Background: an optimization exercise with open tools, aiming at small area. Do not read the settings as production practice.
Function was checked by simulation only, so behaviour that the tests miss may differ from the original.
No activity file was given, so power comes from the tool's default toggle rates.

==> flow/config.mk <==
export PLATFORM = sky130hd
export DESIGN_NAME = yay0_dec
export DESIGN_NICKNAME = yay0_dec
export VERILOG_FILES = /design/flow/design.v
export SDC_FILE = /design/flow/constraint.sdc
export NUM_CORES = 4
export LEC_CHECK = 0
export CAP_MARGIN = 20
export CORE_MARGIN = 2
export CORE_UTILIZATION = 40
export SLEW_MARGIN = 20
==> flow/constraint.sdc <==
create_clock -name core_clock -period 8.0 [get_ports {clk}]
set_input_delay 1.6000 -clock core_clock [delete_from_list [all_inputs] [get_ports {clk}]]
set_output_delay 1.6000 -clock core_clock [all_outputs]
set_load 0.01 [all_outputs]
==> flow/design.v <==
module yay0_dec (
    input  wire        clk,
    input  wire        rst,         
    input  wire        start,       
    input  wire [31:0] base,        
    input  wire [31:0] in_len,      
    input  wire [31:0] out_cap,     
    output wire        busy,
    output wire        done,        
    output wire [3:0]  err,         
    output wire [31:0] size,        
    output reg         in_re,
    output reg  [31:0] in_addr,
    input  wire [7:0]  in_rdata,
    output reg         out_we,
    output reg  [31:0] out_waddr,
    output reg  [7:0]  out_wdata,
    output reg         out_re,
    output reg  [31:0] out_raddr,
    input  wire [7:0]  out_rdata
);
    localparam [3:0] E_NONE   = 4'd0,
                     E_MAGIC  = 4'd1,
                     E_BOUNDS = 4'd4,
                     E_TRUNC  = 4'd5,
                     E_BADREF = 4'd8;
    localparam [3:0] S_IDLE    = 4'd0,
                     S_FETCH   = 4'd1,
                     S_MAGIC   = 4'd2,
                     S_SIZE    = 4'd3,
                     S_PO      = 4'd4,
                     S_KO      = 4'd5,
                     S_LOOP    = 4'd6,
                     S_BIT     = 4'd7,
                     S_LIT     = 4'd8,
                     S_PAIR    = 4'd9,
                     S_EXT     = 4'd10,
                     S_CHECK   = 4'd11,
                     S_CP_RD   = 4'd12,
                     S_CP_WR   = 4'd13,
                     S_DONE    = 4'd14;
    reg [3:0]  state;
    reg [33:0] r_base;
    reg [33:0] r_len;
    reg [31:0] r_cap;
    reg [31:0] r_size;
    reg [33:0] cp;         
    reg [33:0] pp;         
    reg [33:0] kp;         
    reg [31:0] op;         
    reg [31:0] cw;         
    reg [5:0]  cb;         
    reg [11:0] dfield;       
    reg [8:0]  cnt;        
    reg [3:0]  r_err;
    reg [3:0]  f_ret;
    reg [31:0] f_addr;
    reg [2:0]  f_iss;      
    reg [2:0]  f_rcv;      
    reg        f_pend;     
    reg [31:0] f_data;
    assign busy = (state != S_IDLE) && (state != S_DONE);
    assign done = (state == S_DONE);
    assign err  = r_err;
    assign size = r_size;
    task automatic fetch(input [33:0] a, input [2:0] n, input [3:0] ret);
        begin
            f_addr <= a[31:0];
            f_iss  <= n;
            f_rcv  <= n;
            f_pend <= 1'b0;
            f_ret  <= ret;
            state  <= S_FETCH;
        end
    endtask
    task automatic finish(input [3:0] code);
        begin
            r_err <= code;
            state <= S_DONE;
        end
    endtask
    always @(*) begin
        in_re     = 1'b0;
        in_addr   = f_addr;
        out_we    = 1'b0;
        out_waddr = op;
        out_wdata = f_data[7:0];
        out_re    = 1'b0;
        out_raddr = op - {20'd0, dfield} - 32'd1;
        case (state)
            S_FETCH: in_re = (f_iss != 3'd0);
            S_LIT:   out_we = 1'b1;
            S_CP_RD: out_re = (op < r_size);
            S_CP_WR: begin
                out_we    = 1'b1;
                out_wdata = out_rdata;
            end
            default: ;
        endcase
    end
    always @(posedge clk) begin
        if (rst) begin
            state  <= S_IDLE;
            r_err  <= E_NONE;
            r_size <= 32'd0;
            f_iss  <= 3'd0;
            f_rcv  <= 3'd0;
            f_pend <= 1'b0;
        end else begin
            case (state)
                S_IDLE, S_DONE: begin
                    if (start) begin
                        r_base <= {2'b00, base};
                        r_len  <= {2'b00, in_len};
                        r_cap  <= out_cap;
                        r_err  <= E_NONE;
                        if ({2'b00, base} + 34'd4 > {2'b00, in_len})
                            finish(E_TRUNC);
                        else
                            fetch({2'b00, base}, 3'd4, S_MAGIC);
                    end else begin
                        state <= S_IDLE;
                    end
                end
                S_FETCH: begin
                    if (f_iss != 3'd0) begin
                        f_addr <= f_addr + 32'd1;
                        f_iss  <= f_iss - 3'd1;
                    end
                    f_pend <= (f_iss != 3'd0);
                    if (f_pend) begin
                        f_data <= {f_data[23:0], in_rdata};
                        f_rcv  <= f_rcv - 3'd1;
                        if (f_rcv == 3'd1)
                            state <= f_ret;
                    end
                end
                S_MAGIC: begin
                    if (f_data != 32'h59617930)
                        finish(E_MAGIC);
                    else if (r_base + 34'd16 > r_len)
                        finish(E_TRUNC);
                    else
                        fetch(r_base + 34'd4, 3'd4, S_SIZE);
                end
                S_SIZE: begin
                    r_size <= f_data;
                    fetch(r_base + 34'd8, 3'd4, S_PO);
                end
                S_PO: begin
                    pp <= r_base + {2'b00, f_data};
                    fetch(r_base + 34'd12, 3'd4, S_KO);
                end
                S_KO: begin
                    kp <= r_base + {2'b00, f_data};
                    cp <= r_base + 34'd16;
                    op <= 32'd0;
                    cb <= 6'd0;
                    cw <= 32'd0;
                    if (r_size > r_cap)
                        finish(E_BOUNDS);
                    else
                        state <= S_LOOP;
                end
                S_LOOP: begin
                    if (op >= r_size) begin
                        finish(E_NONE);
                    end else if (cb == 6'd0) begin
                        if (cp + 34'd4 > r_len) begin
                            finish(E_TRUNC);
                        end else begin
                            cp <= cp + 34'd4;
                            fetch(cp, 3'd4, S_BIT);
                        end
                    end else begin
                        state <= S_BIT;
                    end
                end
                S_BIT: begin
                    if (cb == 6'd0) begin
                        cw <= {f_data[30:0], 1'b0};
                        cb <= 6'd31;
                        if (f_data[31]) begin
                            if (kp + 34'd1 > r_len) finish(E_TRUNC);
                            else begin
                                kp <= kp + 34'd1;
                                fetch(kp, 3'd1, S_LIT);
                            end
                        end else begin
                            if (pp + 34'd2 > r_len) finish(E_TRUNC);
                            else begin
                                pp <= pp + 34'd2;
                                fetch(pp, 3'd2, S_PAIR);
                            end
                        end
                    end else begin
                        cw <= {cw[30:0], 1'b0};
                        cb <= cb - 6'd1;
                        if (cw[31]) begin
                            if (kp + 34'd1 > r_len) finish(E_TRUNC);
                            else begin
                                kp <= kp + 34'd1;
                                fetch(kp, 3'd1, S_LIT);
                            end
                        end else begin
                            if (pp + 34'd2 > r_len) finish(E_TRUNC);
                            else begin
                                pp <= pp + 34'd2;
                                fetch(pp, 3'd2, S_PAIR);
                            end
                        end
                    end
                end
                S_LIT: begin
                    op    <= op + 32'd1;
                    state <= S_LOOP;
                end
                S_PAIR: begin
                    dfield <= f_data[11:0];
                    if (f_data[15:12] == 4'd0) begin
                        if (kp + 34'd1 > r_len) finish(E_TRUNC);
                        else begin
                            kp <= kp + 34'd1;
                            fetch(kp, 3'd1, S_EXT);
                        end
                    end else begin
                        cnt   <= {5'd0, f_data[15:12]} + 9'd2;
                        state <= S_CHECK;
                    end
                end
                S_EXT: begin
                    cnt   <= {1'b0, f_data[7:0]} + 9'd18;
                    state <= S_CHECK;
                end
                S_CHECK: begin
                    if ({20'd0, dfield} + 32'd1 > op)
                        finish(E_BADREF);
                    else
                        state <= S_CP_RD;
                end
                S_CP_RD: begin
                    if (op >= r_size)
                        finish(E_BOUNDS);
                    else
                        state <= S_CP_WR;
                end
                S_CP_WR: begin
                    op  <= op + 32'd1;
                    cnt <= cnt - 9'd1;
                    if (cnt == 9'd1)
                        state <= S_LOOP;
                    else
                        state <= S_CP_RD;
                end
                default: state <= S_IDLE;
            endcase
        end
    end
endmodule
==> flow/run.sh <==
#!/bin/bash
# synth_recipe.tcl (not shown) runs the flow's synth.tcl, then flattens the netlist and writes it again
# the make line also repeats each setting of config.mk as NAME=value (left out here)
make -C /OpenROAD-flow-scripts/flow DESIGN_CONFIG=/design/flow/config.mk WORK_HOME=/design/flow/orfs CLKGATE_MAP_FILE= SYNTH_SCRIPT=/design/flow/synth_recipe.tcl finish
==> impl_results.md <==
* Outcome: timing/DRC/antenna clean
* Largest net degree at the start of global routing at between 60 and 70
* TritonCTS Buffers at 50
* Fin nets at 4003
* Initial antenna violation count at 4
* Power Total at 0.00918 W
* Slew HR at approximately 28%
* Clk Latency, worst-skew pair at a little over 0.6 ns
* Post-synth cell types at 88
* Clock transition at path regs at around 0.06 ns
* Area of the multi-input gates at around 18000 um^2
* Worst Path Required at 6.40 ns
* Drc violations at 0
* DP Wirelength at about 86 mm
* Mapped Avg Cell Area at slightly above 9 um^2
* RSZ-0062 raised after global routing: false
* Post-route setup slack at 1.38 ns
* Die ar. at 78800 um^2
* Layout cells sized above 1 at around 5.6%
* Flop pwr share at between 30% and 40%
* Max Fclk at between 150 and 200 MHz
* Synthesized area at 30600 um^2
* Crit-path max FO at 7
* Psw at roughly 0.0036 W
* Final ANT Viol Nets at 0
* Worst slew pin tran at approximately 1.1 ns
* CTS resizes at 0
* Die height at between 200 and 300 um
* # H-tree levels at 2
* Worst flop-to-flop path endpoint: f_addr[30]$_DFFE_PP_
* Ports at 260
* Tmin final at around 6.6 ns
* Async SR Flop Fraction at 0%
* Final setup vio count at 0
* Die Width at around 280 um
* Int Power at ~0.0056 W
* Setup Buffers After CTS at 0
* GP Congestion at a little under 1
* FF+latch area at about 12000 um^2
* Worst R2R Start: r_base[4]$_DFFE_PP_
* Via density at approximately 6.0
* Critical path capture point type: primary output
* Top FF cell, synth: edfxtp_1
* Area grow syn2layout at 18.3%
* Ys Warns at 1
* Syn nets at around 3800
* Multiplexer fraction of the synthesized cell area at under 10%
* Initial DRC Count at 2727
* CP Class: reg -> out
* Fin. max-slew vios at 0
* Max IR drop VDD at approximately 0.00016 V
* Root Buffer: clkbuf_16
* Number of global-route vias before repair at between 20000 and 30000
* GR Util All Layers at 28.1%
* Hold buffer count at cts at 0
* Commonest cells after routing, fill and taps aside: nand2_1 (396), edfxtp_1 (356), ha_1 (300), nor2_1 (285), clkdlybuf4s50_1 (258)
* CTS max path bufs at 3
* Core area at around 76000 um^2
* Synth Area in Compound Gates at between 10% and 20%
* CTS tree: yes
* DR WL/cell at roughly 25 um
* Startpoint Class: flip-flop
* Hold depth at 2
* Worst slack, placed at between 1 and 1.5 ns
* Routed vias at 27500
* Power Density at 253 nW/um^2
* Largest family of logic cells by synthesized area: simple AND/OR/NAND/NOR gates
* Global-route wire length before repair at 168 mm
* Setup TNS at 0 ns
* Top post-synthesis cells by area: edfxtp_1 (35%), ha_1 (12%), xnor2_1 (5.8%), nand2_1 (4.9%), a21oi_1 (3.7%)
* Fillers at about 7300
* Net Sw Frac at about two fifths
* IO Port Bufs at 259
* Std-Cell Rows at 101
* Pre-antenna DRT Iters at 6
* Fraction of the mapped netlist area in adder cells at roughly an eighth
* Cell count after synthesis at about 3300
* Leading area contributor after synthesis: edfxtp_1
* Clock skew at approximately 0.023 ns
* Reg2Reg Setup Slack at 1.48 ns
* Final hold violations at 0
* Initial Util at 40.4%
* Clock sinks at 403
* Post-synth EDFFs at between 300 and 400
* Post-Synth XOR/XNOR Area at just under 9%
* Most common cell after layout, fill and taps aside: nand2_1
* Crit share post-route at approximately 83%
* Worst hold start: f_rcv[1]$_SDFFE_PP0P_
* Final WL at approximately 110 mm
* Post-synth top area share at about a third
* R2R cell count at 18
* Min-delay worst type: reg -> reg
* Gate power share at approximately two fifths
* Simple-Gate Fraction of Synth Area at between 10% and 20%
* Arr. time, crit path at about 5 ns
* Hold endpoint: f_rcv[1]$_SDFFE_PP0P_
* Clk pwr share at about a quarter
* Max-Cap Viols at 0
* Sequential element share of the synthesized area at a little under two fifths
* Cell leakage power at about 14 nW
* Yosys reg bits at 403
* GRT overflow at 0
-- final cells by class --
| class | instances | area share [%] |
|---|---|---|
| multi-input combinational | 2592 | 49.0 |
| antenna | 2 | 0.0138 |
| sequential | 403 | 32.1 |
| clock inverter | 31 | 1.02 |
| tap | 978 | 3.38 |
| clock buffer | 62 | 3.72 |
| inverter | 222 | 2.30 |
| timing repair buffer | 316 | 8.43 |
-- synth_stat cells, types with 61 or more instances --
master,instances
ha_1,300
xnor2_1,202
clkbuf_1,102
nand2_1,397
a21o_1,61
xor2_1,111
o21ai_0,120
nand3_1,155
edfxtp_1,356
nor2_1,289
nand4_1,78
a21oi_1,226
nor3_1,62
inv_1,222
-- sequential cells by signal (all words and copies together), names as in the netlist, 6 cells and up --
signal  cells
cb          6
cnt         9
cp         34
cw         31
dfield     12
f_addr     32
f_data     32
kp         34
op         32
pp         34
r_base     32
r_cap      32
r_len      32
r_size     32
-- cell families (layout without fill, tap and decap cells) --
logic type                 after synthesis  count (layout)
AOI/OAI and AO/OA                      706             706
xor gates and xnor gates               313             313
adders and majority gates              303             303
buffers and inverters                  352             631
DFF                                    403             403
muxes                                   80              80
other                                    0               2
and+or+nand+nor                       1190            1190
-- layer usage --
metal  wire (um)  track usage [%]  share of wire (%)
met2       50700             44.3                 45
met5          13                0              0.011
met4        4240             10.3                3.7
met1       48600             38.9                 43
met3        9660             4.64                8.5
-- worst max-delay path by stage --
stage,startpoint,to,depth (start not counted)
detailed placement,base[10],f_addr[30]$_DFFE_PP_,21
finish,op[1]$_SDFFCE_PN0P_,out_raddr[31],12
floorplan,base[4],f_addr[0]$_DFFE_PP_,17
global route,op[1]$_SDFFCE_PN0P_,out_raddr[31],12
global placement,base[10],f_addr[31]$_DFFE_PP_,21
CTS,op[1]$_SDFFCE_PN0P_,out_raddr[31],12
-- worst max-delay path, cell delays in order (launching register included) --
cell	delay [ns]
edfxtp_1	0.54
ha_1	0.35
a21o_1	0.16
a21oi_1	0.23
o21bai_1	0.12
a2111oi_0	0.67
o31ai_1	0.29
o21a_1	0.24
o21a_1	0.20
nor4_1	0.71
nand2_1	0.17
xnor2_1	0.18
clkdlybuf4s50_1	0.55
-- through the flow --
step | instance area, um^2 | utilization [%] | hold WS [ns] | cells
after floorplan | 30600 | - | 0.448 | 3347
after global placement | 34500 | 45.5 | 0.471 | 4511
after detailed placement | 34500 | 45.5 | 0.471 | 4511
after CTS | 36200 | 47.7 | 0.480 | 4604
after global routing | 36200 | 47.8 | 0.506 | 4606
final | 36200 | 47.8 | 0.481 | 4606
-- power groups by stage --
stage	Sequential (W)	Clock (W)	Combinational (W)
final	0.00327	0.00240	0.00352
after global routing	0.00330	0.00251	0.00382
after CTS	0.00325	0.00243	0.00347
after detailed placement	0.00330	0	0.00345
after global placement	0.00330	0	0.00342
after floorplan	0.00310	0	0.00215

[what the ideal ports hide]
How much do the figures lean on ideal ports? The routed layout below was timed once more, with nothing changed but the port constraints.
Step 1 sets driving cells, clkbuf_16 on the clock port and buf_2 on the other inputs (assumed; they add their load-dependent delay and slew).
Step 2 moves the port delays by t, midway between the first and last clock arrival at a register: inputs arrive t later, outputs are due t later. That takes back most of the time a late clock gives input paths.
a / b / c = ideal ports / drivers / drivers and shift; a / b = the first two.
t (ns): 0.669
setup WS [ns]: 1.383 / 1.321 / 0.961
cell pins on the clock port's net: 1
After both steps this run still meets setup and hold. The setup slack of this run moves by -0.062 ns with the drivers and by -0.422 ns with both steps.
